From an optimization exercise on the open Yosys and OpenROAD flow, aimed at small area, a short achievable clock period and few clock cycles per item; shortcuts taken in it are not production practice.
RTL that was checked went through simulation tests only; none was proved equivalent to the original.
Power figures rest on the tool's default switching activity, not on a simulated workload.

oak:
==> flow/design.v (excerpt) <==
module lfp16_mcu (
    input  wire        clk,
    input  wire        rst,         
    input  wire        cmd_valid,
    output wire        cmd_ready,
    input  wire [63:0] cmd,
    output reg         rsp_valid,
    input  wire        rsp_ready,
    output wire [63:0] rsp
);
For scale: roughly 510 cells after synthesis, roughly 31 flip-flops.
==> flow/config.mk <==
export PLATFORM = sky130hd
export DESIGN_NAME = lfp16_mcu
export DESIGN_NICKNAME = lfp16_mcu
export VERILOG_FILES = /design/flow/design.v
export SDC_FILE = /design/flow/constraint.sdc
export NUM_CORES = 4
export LEC_CHECK = 0
export CAP_MARGIN = 20
export CORE_MARGIN = 2
export CORE_UTILIZATION = 40
export SETUP_SLACK_MARGIN = 2.2
export SLEW_MARGIN = 20
==> flow/constraint.sdc <==
create_clock -name core_clock -period 6.0 [get_ports {clk}]
set_input_delay 1.2000 -clock core_clock [delete_from_list [all_inputs] [get_ports {clk}]]
set_output_delay 1.2000 -clock core_clock [all_outputs]
set_load 0.01 [all_outputs]
standard.sh (not shown) runs the stock make flow with config.mk's settings and CLKGATE_MAP_FILE= SYNTH_SCRIPT=/design/flow/synth_recipe.tcl, a recipe that flattens the netlist after the stock synthesis.
==> flow/flow/run.sh <==
#!/bin/bash
# Own flow: the standard layout (standard.sh), except
#  - synthesis (flow/mysynth.tcl) maps with flow/abc.script; the registers
#    are those of the standard synthesis;
#  - every port still gets its buffer, but a plain sky130 buf_1 instead of
#    the delay cell buffer_ports picks by default;
#  - flow/opts.sh may set further options (see there).
# Each tool's output goes to a log file here (synth.log, layout.log).
set -euo pipefail
W=$(pwd)
export MY_ABC_SCRIPT="$W/flow/abc.script"
export MY_ABC_D=
export BUFFER_PORTS_ARGS="-buffer_cell sky130_fd_sc_hd__buf_1"
if [[ -f "$W/flow/opts.sh" ]]; then source "$W/flow/opts.sh"; fi
make -C "$FLOW_HOME" DESIGN_CONFIG="$W/config.mk" WORK_HOME="$W/orfs" CLKGATE_MAP_FILE= \
  SYNTH_SCRIPT="$W/flow/mysynth.tcl" synth > "$W/synth.log" 2>&1
bash standard.sh finish > "$W/layout.log" 2>&1
==> flow/flow/abc.script <==
strash
dc2
dch -f
map -D 2000
topo
buffer -p
upsize -D 2000
dnsize -D 2000
stime -p
==> flow/flow/mysynth.tcl <==
# The standard synthesis (synth_recipe.tcl), with only the ABC mapping call
# replaced: flow/abc.script (MY_ABC_SCRIPT) instead of the ORFS speed script,
# and, when MY_NO_FA is set, no extraction of full/half adder cells.
proc synth {args} { yosys synth -nofsm -noshare {*}$args }
proc abc {args} {
  set out {}
  set skip 0
  foreach a $args {
    if {$skip} { set skip 0; continue }
    if {$a eq "-script" || $a eq "-D"} { set skip 1; continue }
    lappend out $a
  }
  if {[info exists ::env(MY_ABC_SCRIPT)] && $::env(MY_ABC_SCRIPT) ne ""} {
    lappend out -script $::env(MY_ABC_SCRIPT)
  }
  if {[info exists ::env(MY_ABC_D)] && $::env(MY_ABC_D) ne ""} {
    lappend out -D $::env(MY_ABC_D)
  }
  puts "abc call: $out"
  yosys abc {*}$out
}
if {[info exists ::env(MY_NO_FA)] && $::env(MY_NO_FA) ne ""} { set ::env(ADDER_MAP_FILE) "" }
source $::env(SCRIPTS_DIR)/synth.tcl
# left out here: clear keep_hierarchy, flatten, clean up, hide names made inside functions, write 1_2_yosys.v
==> flow/flow/opts.sh <==
# keep the single tie cell synthesis makes for the constant outputs
export SKIP_REPAIR_TIE_FANOUT=1
Modified inputs, pine compared to oak
diff --git a/flow/design.v b/flow/design.v
--- a/flow/design.v
+++ b/flow/design.v
@@ -66,19 +66,19 @@
     wire p_cfg  = ~op[4];
     wire r_bit  = cfg_rmode & ma[0] & ma[1];
     wire [14:0] q_val = ((mb ^ {15{q_inv}}) & {15{~q_k}}) | {k_14, k_13, 13'd0};
     wire [15:0] p_alt = ({ma, 1'b0} & {16{p_sqr}}) | ({2'b0, ma[14:1]} & {16{p_sqrt}}) |
                         ({1'b0, ~ma} & {16{p_inv}}) |
                         ({7'd0, cfg_rmode, ~cfg_f, cfg_f} & {16{p_cfg}});
     wire [15:0] p_val = p_m ? {1'b0, ma} : p_alt;
     wire        c_in  = p_sqrt ? r_bit : (q_inv & ~q_k) | p_inv;
-    wire [10:0] lo_ext = {1'b0, p_val[8:0], 1'b1} + {1'b0, q_val[8:0], c_in};
-    wire [9:0] t_lo   = lo_ext[10:1];            
-    wire [6:0] u_hi   = p_val[15:9] + {1'b0, q_val[14:9]};
+    wire [9:0] lo_ext = {1'b0, p_val[7:0], 1'b1} + {1'b0, q_val[7:0], c_in};
+    wire [8:0] t_lo   = lo_ext[9:1];            
+    wire [7:0] u_hi   = p_val[15:8] + {1'b0, q_val[14:8]};
     reg k_n, s15_n;
     always @(*) begin
         k_n = 1'b1; s15_n = 1'b0;
         if (is_getcfg) begin
             k_n = 1'b0;
         end else if (is_mul) begin
             k_n = a_nar | b_nar | a_zero | b_zero;
             s15_n = a_nar | b_nar | (~a_zero & ~b_zero & (sa ^ sb));
@@ -107,18 +107,18 @@
             3'd1:    begin x11_n = lt11 | eq11;   x10_n = lt10;  x0_n = lt0;  end
             3'd2:    begin x11_n = lt11;          x10_n = lt10;  x0_n = lt0;  end
             3'd3:    begin x11_n = ~lt11 & ~eq11; x10_n = ~lt10; x0_n = ~lt0; end
             default: begin x11_n = ~lt11;         x10_n = ~lt10; x0_n = ~lt0; end
         endcase
     end
     wire cmp_ok = is_cmp & ~a_nar & ~b_nar;
     assign cmd_ready = ~rsp_valid | rsp_ready;
-    reg [9:0]  r_lo;
-    reg [6:0]  r_hi;
+    reg [8:0]  r_lo;
+    reg [7:0]  r_hi;
     reg        r_k, r_s15, r_x11, r_x10, r_x0;
     reg [2:0]  r_fc;        
     always @(posedge clk) begin
         if (rst) begin
             cfg_f     <= 4'd8;
             cfg_rmode <= 1'b0;
             rsp_valid <= 1'b0;
         end else begin
@@ -132,21 +132,21 @@
             r_k      <= k_n;
             r_s15    <= s15_n;
             r_x11    <= x11_n & cmp_ok;
             r_x10    <= x10_n & cmp_ok;
             r_x0     <= x0_n & cmp_ok;
             r_fc     <= notice ? 3'd5 : fault;
         end
     end
-    wire [15:0] r_t = {r_hi + {6'd0, r_lo[9]}, r_lo[8:0]};
-    wire z_hi = r_lo[9] ? (&r_hi[4:0]) : ~|r_hi[4:0];
+    wire [15:0] r_t = {r_hi + {7'd0, r_lo[8]}, r_lo[7:0]};
+    wire z_hi = r_lo[8] ? (&r_hi[5:0]) : ~|r_hi[5:0];
     wire over  = r_t[15] & r_t[14];
     wire under = ~r_t[15] & ~r_t[14];
-    wire z13_1 = z_hi & ~|r_lo[8:1];
+    wire z13_1 = z_hi & ~|r_lo[7:1];
     wire [14:0] m_cl;
     assign m_cl[14]   = r_t[15];
     assign m_cl[13:1] = (r_t[13:1] | {13{over}}) & {13{~under}};
     assign m_cl[0]    = r_t[0] | over | under | (~r_t[15] & z13_1);
     wire [2:0] r_fault  = {r_fc[2] & ~r_fc[0], r_fc[1], r_fc[0] & ~r_fc[2]};
     wire       r_notice = r_fc[2] & r_fc[0];
     wire live = ~r_fc[1] & ~(r_fc[2] ^ r_fc[0]);
     wire [15:0] r_res;
Findings:
The final layout from pine, which completed every stage, passed the timing, DRC and antenna checks at the end of the flow.
Compared with oak, pine shows count of cell types in the netlist that has gone up by more than a quarter.
Row clock power: pine higher / oak lower
Compared with oak, pine shows a higher relative contribution of the clock network to total power.
Summary of the comparison: number of buffers outside the clock class in the layout is lower in pine, relative to oak.
oak -> pine: total power of the final layout flat
Testbench counts of pine, summed over its fixed seeds: cycles 24,008, items 24,000.
Only the layout flow was run in oak; the RTL was not checked for function there.

the baseline:
The RTL this note starts from:
==> flow/design.v <==
module lfp16_mcu (
    input  wire        clk,
    input  wire        rst,         
    input  wire        cmd_valid,
    output wire        cmd_ready,
    input  wire [63:0] cmd,
    output reg         rsp_valid,
    input  wire        rsp_ready,
    output wire [63:0] rsp
);
    reg [3:0] cfg_f;
    reg       cfg_rmode;    
    wire [7:0]  op = cmd[63:56];
    wire [14:0] ma = cmd[14:0];
    wire [14:0] mb = cmd[46:32];
    wire        sa = cmd[15];
    wire        sb = cmd[47];
    wire [31:0] x  = cmd[31:0];
    wire z_rsv = ~|cmd[55:48];
    wire z_b   = ~|cmd[47:32];
    wire z_ahi = ~|cmd[31:16];
    wire mz_a  = ~|ma;
    wire mz_b  = ~|mb;
    wire a_zero = mz_a & ~sa;
    wire a_nar  = mz_a & sa;
    wire b_zero = z_b;
    wire b_nar  = mz_b & sb;
    wire ok_n   = z_rsv & z_b & z_ahi & a_zero;
    wire ok_u16 = z_rsv & z_b & z_ahi;
    wire ok_u32 = z_rsv & z_b;
    wire ok_b16 = z_rsv & z_ahi;
    wire hi0 = (op[7:4] == 4'h0);
    wire hi1 = (op[7:4] == 4'h1);
    wire hi2 = (op[7:4] == 4'h2);
    wire [3:0] lo = op[3:0];
    wire is_getcfg = hi0 & (lo == 4'h1);
    wire is_setf   = hi0 & (lo == 4'h2);
    wire is_setr   = hi0 & (lo == 4'h3);
    wire is_mul    = hi1 & (lo == 4'h0);
    wire is_div    = hi1 & (lo == 4'h1);
    wire is_sqr    = hi1 & (lo == 4'h2);
    wire is_sqrt   = hi1 & (lo == 4'h3);
    wire is_inv    = hi1 & (lo == 4'h4);
    wire is_neg    = hi1 & (lo == 4'h5);
    wire is_cmp    = hi2 & (lo <= 4'h4);
    wire illegal = ~(((is_mul | is_div | is_cmp) & ok_b16) |
                     ((is_sqr | is_sqrt | is_inv | is_neg) & ok_u16) |
                     (is_getcfg & ok_n) | ((is_setf | is_setr) & ok_u32));
    wire f_fmt  = ~z_ahi | (|x[15:4]) | (x[3:0] < 4'd7) | (x[3:0] > 4'd11);
    wire f_rnd  = ~z_ahi | (|x[15:1]);
    wire f_neg  = sa & ~mz_a;
    wire [2:0] fault = illegal ? 3'd4 :
                       (is_sqrt & f_neg) ? 3'd3 :
                       (is_setr & f_rnd) ? 3'd2 :
                       (is_setf & f_fmt) ? 3'd1 : 3'd0;
    wire notice  = is_setf & ~illegal & ~f_fmt;
    wire set_r   = is_setr & ~illegal & ~f_rnd;
    wire q_inv  = op[5] | op[2] | op[0];
    wire q_k    = ~op[5] & (op[1] | op[2] | ~op[4]);
    wire k_14   = q_k & ~(op[4] & op[1] & ~op[0]);         
    wire k_13   = op[4] & op[1] & op[0];                  
    wire p_m    = op[5] | (op[4] & ~op[1] & (~op[2] | op[0]));
    wire p_sqr  = op[4] & op[1] & ~op[0];
    wire p_sqrt = op[4] & op[1] & op[0];
    wire p_inv  = op[4] & op[2] & ~op[0];
    wire p_cfg  = ~op[4];
    wire r_bit  = cfg_rmode & ma[0] & ma[1];
    wire [14:0] q_val = ((mb ^ {15{q_inv}}) & {15{~q_k}}) | {k_14, k_13, 13'd0};
    wire [15:0] p_alt = ({ma, 1'b0} & {16{p_sqr}}) | ({2'b0, ma[14:1]} & {16{p_sqrt}}) |
                        ({1'b0, ~ma} & {16{p_inv}}) |
                        ({7'd0, cfg_rmode, ~cfg_f, cfg_f} & {16{p_cfg}});
    wire [15:0] p_val = p_m ? {1'b0, ma} : p_alt;
    wire        c_in  = p_sqrt ? r_bit : (q_inv & ~q_k) | p_inv;
    wire [9:0] lo_ext = {1'b0, p_val[7:0], 1'b1} + {1'b0, q_val[7:0], c_in};
    wire [8:0] t_lo   = lo_ext[9:1];            
    wire [7:0] u_hi   = p_val[15:8] + {1'b0, q_val[14:8]};
    reg k_n, s15_n;
    always @(*) begin
        k_n = 1'b1; s15_n = 1'b0;
        if (is_getcfg) begin
            k_n = 1'b0;
        end else if (is_mul) begin
            k_n = a_nar | b_nar | a_zero | b_zero;
            s15_n = a_nar | b_nar | (~a_zero & ~b_zero & (sa ^ sb));
        end else if (is_div) begin
            k_n = a_nar | b_nar | b_zero | a_zero;
            s15_n = a_nar | b_nar | b_zero | (~a_zero & (sa ^ sb));
        end else if (is_sqr | is_sqrt) begin
            k_n = mz_a;
            s15_n = a_nar;
        end else if (is_inv) begin
            k_n = mz_a;
            s15_n = mz_a | sa;
        end else if (is_neg) begin
            k_n = mz_a;
            s15_n = sa ^ ~mz_a;
        end
    end
    wire lt11 = sa & ~sb;                   
    wire eq11 = ~(sa ^ sb);
    wire lt10 = sa;                         
    wire lt0  = ~sb;                        
    reg  x11_n, x10_n, x0_n;
    always @(*) begin
        case (lo[2:0])
            3'd0:    begin x11_n = eq11;          x10_n = 1'b0;  x0_n = 1'b0; end
            3'd1:    begin x11_n = lt11 | eq11;   x10_n = lt10;  x0_n = lt0;  end
            3'd2:    begin x11_n = lt11;          x10_n = lt10;  x0_n = lt0;  end
            3'd3:    begin x11_n = ~lt11 & ~eq11; x10_n = ~lt10; x0_n = ~lt0; end
            default: begin x11_n = ~lt11;         x10_n = ~lt10; x0_n = ~lt0; end
        endcase
    end
    wire cmp_ok = is_cmp & ~a_nar & ~b_nar;
    assign cmd_ready = ~rsp_valid | rsp_ready;
    reg [8:0]  r_lo;
    reg [7:0]  r_hi;
    reg        r_k, r_s15, r_x11, r_x10, r_x0;
    reg [2:0]  r_fc;        
    always @(posedge clk) begin
        if (rst) begin
            cfg_f     <= 4'd8;
            cfg_rmode <= 1'b0;
            rsp_valid <= 1'b0;
        end else begin
            rsp_valid <= cmd_valid | (rsp_valid & ~rsp_ready);
            if (cmd_valid & cmd_ready & notice) cfg_f     <= x[3:0];
            if (cmd_valid & cmd_ready & set_r)  cfg_rmode <= x[0];
        end
        if (cmd_ready) begin
            r_lo     <= t_lo;
            r_hi     <= u_hi;
            r_k      <= k_n;
            r_s15    <= s15_n;
            r_x11    <= x11_n & cmp_ok;
            r_x10    <= x10_n & cmp_ok;
            r_x0     <= x0_n & cmp_ok;
            r_fc     <= notice ? 3'd5 : fault;
        end
    end
    wire [15:0] r_t = {r_hi + {7'd0, r_lo[8]}, r_lo[7:0]};
    wire over  = r_t[15] & r_t[14];
    wire under = ~r_t[15] & ~r_t[14];
    wire z13_1 = ~|r_t[13:1];
    wire [14:0] m_cl;
    assign m_cl[14]   = r_t[15];
    assign m_cl[13:1] = (r_t[13:1] | {13{over}}) & {13{~under}};
    assign m_cl[0]    = r_t[0] | over | under | (~r_t[15] & z13_1);
    wire [2:0] r_fault  = {r_fc[2] & ~r_fc[0], r_fc[1], r_fc[0] & ~r_fc[2]};
    wire       r_notice = r_fc[2] & r_fc[0];
    wire live = ~r_fc[1] & ~(r_fc[2] ^ r_fc[0]);
    wire [15:0] r_res;
    assign r_res[15]   = r_s15 & live;
    assign r_res[14:1] = m_cl[14:1] & {14{~r_k & live}};
    wire eq_m = ~r_t[14] & z13_1 & ~r_t[0];           
    wire c_bit = r_t[15] ? (eq_m ? r_x11 : r_x10) : r_x0;
    assign r_res[0]    = ((m_cl[0] & ~r_k) | c_bit) & live;
    assign rsp = {28'd0, r_notice, r_fault, 16'd0, r_res};
endmodule
export LEC_CHECK = 0
export CAP_MARGIN = 20
export CORE_MARGIN = 2
export CORE_UTILIZATION = 40
export SETUP_SLACK_MARGIN = 2.0
export SLEW_MARGIN = 20
create_clock -name core_clock -period 6.0 [get_ports {clk}]
==> flow/flow/abc.script <==
strash
dc2
dch -f
map -D 1200
topo
buffer -p
upsize -D 1200
dnsize -D 1200
stime -p
Scripts as last shown in full above: flow/flow/run.sh, flow/flow/mysynth.tcl, flow/flow/opts.sh
Testbench counts of the baseline, summed over its fixed seeds: cycles 24,008, items 24,000.
> inputs changed (the baseline -> the candidate)
--- a/flow/design.v
+++ b/flow/design.v
@@ -45,10 +45,10 @@
     wire is_cmp    = hi2 & (lo <= 4'h4);
     wire illegal = ~(((is_mul | is_div | is_cmp) & ok_b16) |
                      ((is_sqr | is_sqrt | is_inv | is_neg) & ok_u16) |
                      (is_getcfg & ok_n) | ((is_setf | is_setr) & ok_u32));
-    wire f_fmt  = ~z_ahi | (|x[15:4]) | (x[3:0] < 4'd7) | (x[3:0] > 4'd11);
-    wire f_rnd  = ~z_ahi | (|x[15:1]);
+    wire f_fmt  = (x[3:0] < 4'd7) | (x[3:0] > 4'd11) | (|x[15:4]);
+    wire f_rnd  = |x[15:1];
     wire f_neg  = sa & ~mz_a;
     wire [2:0] fault = illegal ? 3'd4 :
                        (is_sqrt & f_neg) ? 3'd3 :
                        (is_setr & f_rnd) ? 3'd2 :
@@ -137,11 +137,12 @@
             r_fc     <= notice ? 3'd5 : fault;
         end
     end
     wire [15:0] r_t = {r_hi + {7'd0, r_lo[8]}, r_lo[7:0]};
+    wire z_hi = r_lo[8] ? (&r_hi[5:0]) : ~|r_hi[5:0];
     wire over  = r_t[15] & r_t[14];
     wire under = ~r_t[15] & ~r_t[14];
-    wire z13_1 = ~|r_t[13:1];
+    wire z13_1 = z_hi & ~|r_lo[7:1];
     wire [14:0] m_cl;
     assign m_cl[14]   = r_t[15];
     assign m_cl[13:1] = (r_t[13:1] | {13{over}}) & {13{~under}};
     assign m_cl[0]    = r_t[0] | over | under | (~r_t[15] & z13_1);
==> comparison <==
For the area after synthesis, the candidate came in 15 um2 lower than the baseline did. Lower total met3 wirelength after detailed routing was reported by the candidate, not the baseline. The candidate has post-route clock period utilization below what the baseline had. The candidate ended with less peak fanout along the critical path than the baseline. The clock network fraction of total power reported for the candidate is smaller than that of the baseline by 4.3 points.
Only the layout flow was run in the candidate; the RTL was not checked for function there.

## separate check: timing with driven ports
No port has a modelled driver above. Below, the same layouts with a new extraction and two added sets of constraints. Step 1 sets driving cells, clkbuf_16 on the clock port and buf_2 on the other inputs (assumed; they add their load-dependent delay and slew). Step 2 also shifts input and output timing later by t, the mid clock arrival at the registers, as if the neighbouring blocks saw the same clock. Three values: ideal ports, drivers, drivers and shift; two values: the first two.
| run | shift t [ns] | setup slack, ns | worst setup path after step 2 | latest minus earliest clock arrival (ns) | worst register clock-pin slew, ns |
|---|---|---|---|---|---|
| oak | 0.309 | 2.231 / 2.239 / 1.930 | input to register | 0.012 / 0.012 | 0.07 / 0.07 |
| pine | 0.312 | 2.366 / 2.374 / 2.062 | input to register | 0.012 / 0.012 | 0.07 / 0.07 |
| the baseline | 0.311 | 2.248 / 2.253 / 1.942 | input to register | 0.014 / 0.014 | 0.07 / 0.07 |
| the candidate | 0.314 | 2.259 / 2.259 / 1.954 | input to register | 0.011 / 0.011 | 0.07 / 0.07 |
After both steps setup and hold are still met in every run listed. For the baseline, which loses most, drivers alone change the setup slack by +0.005 ns; drivers and shift together by -0.306 ns.
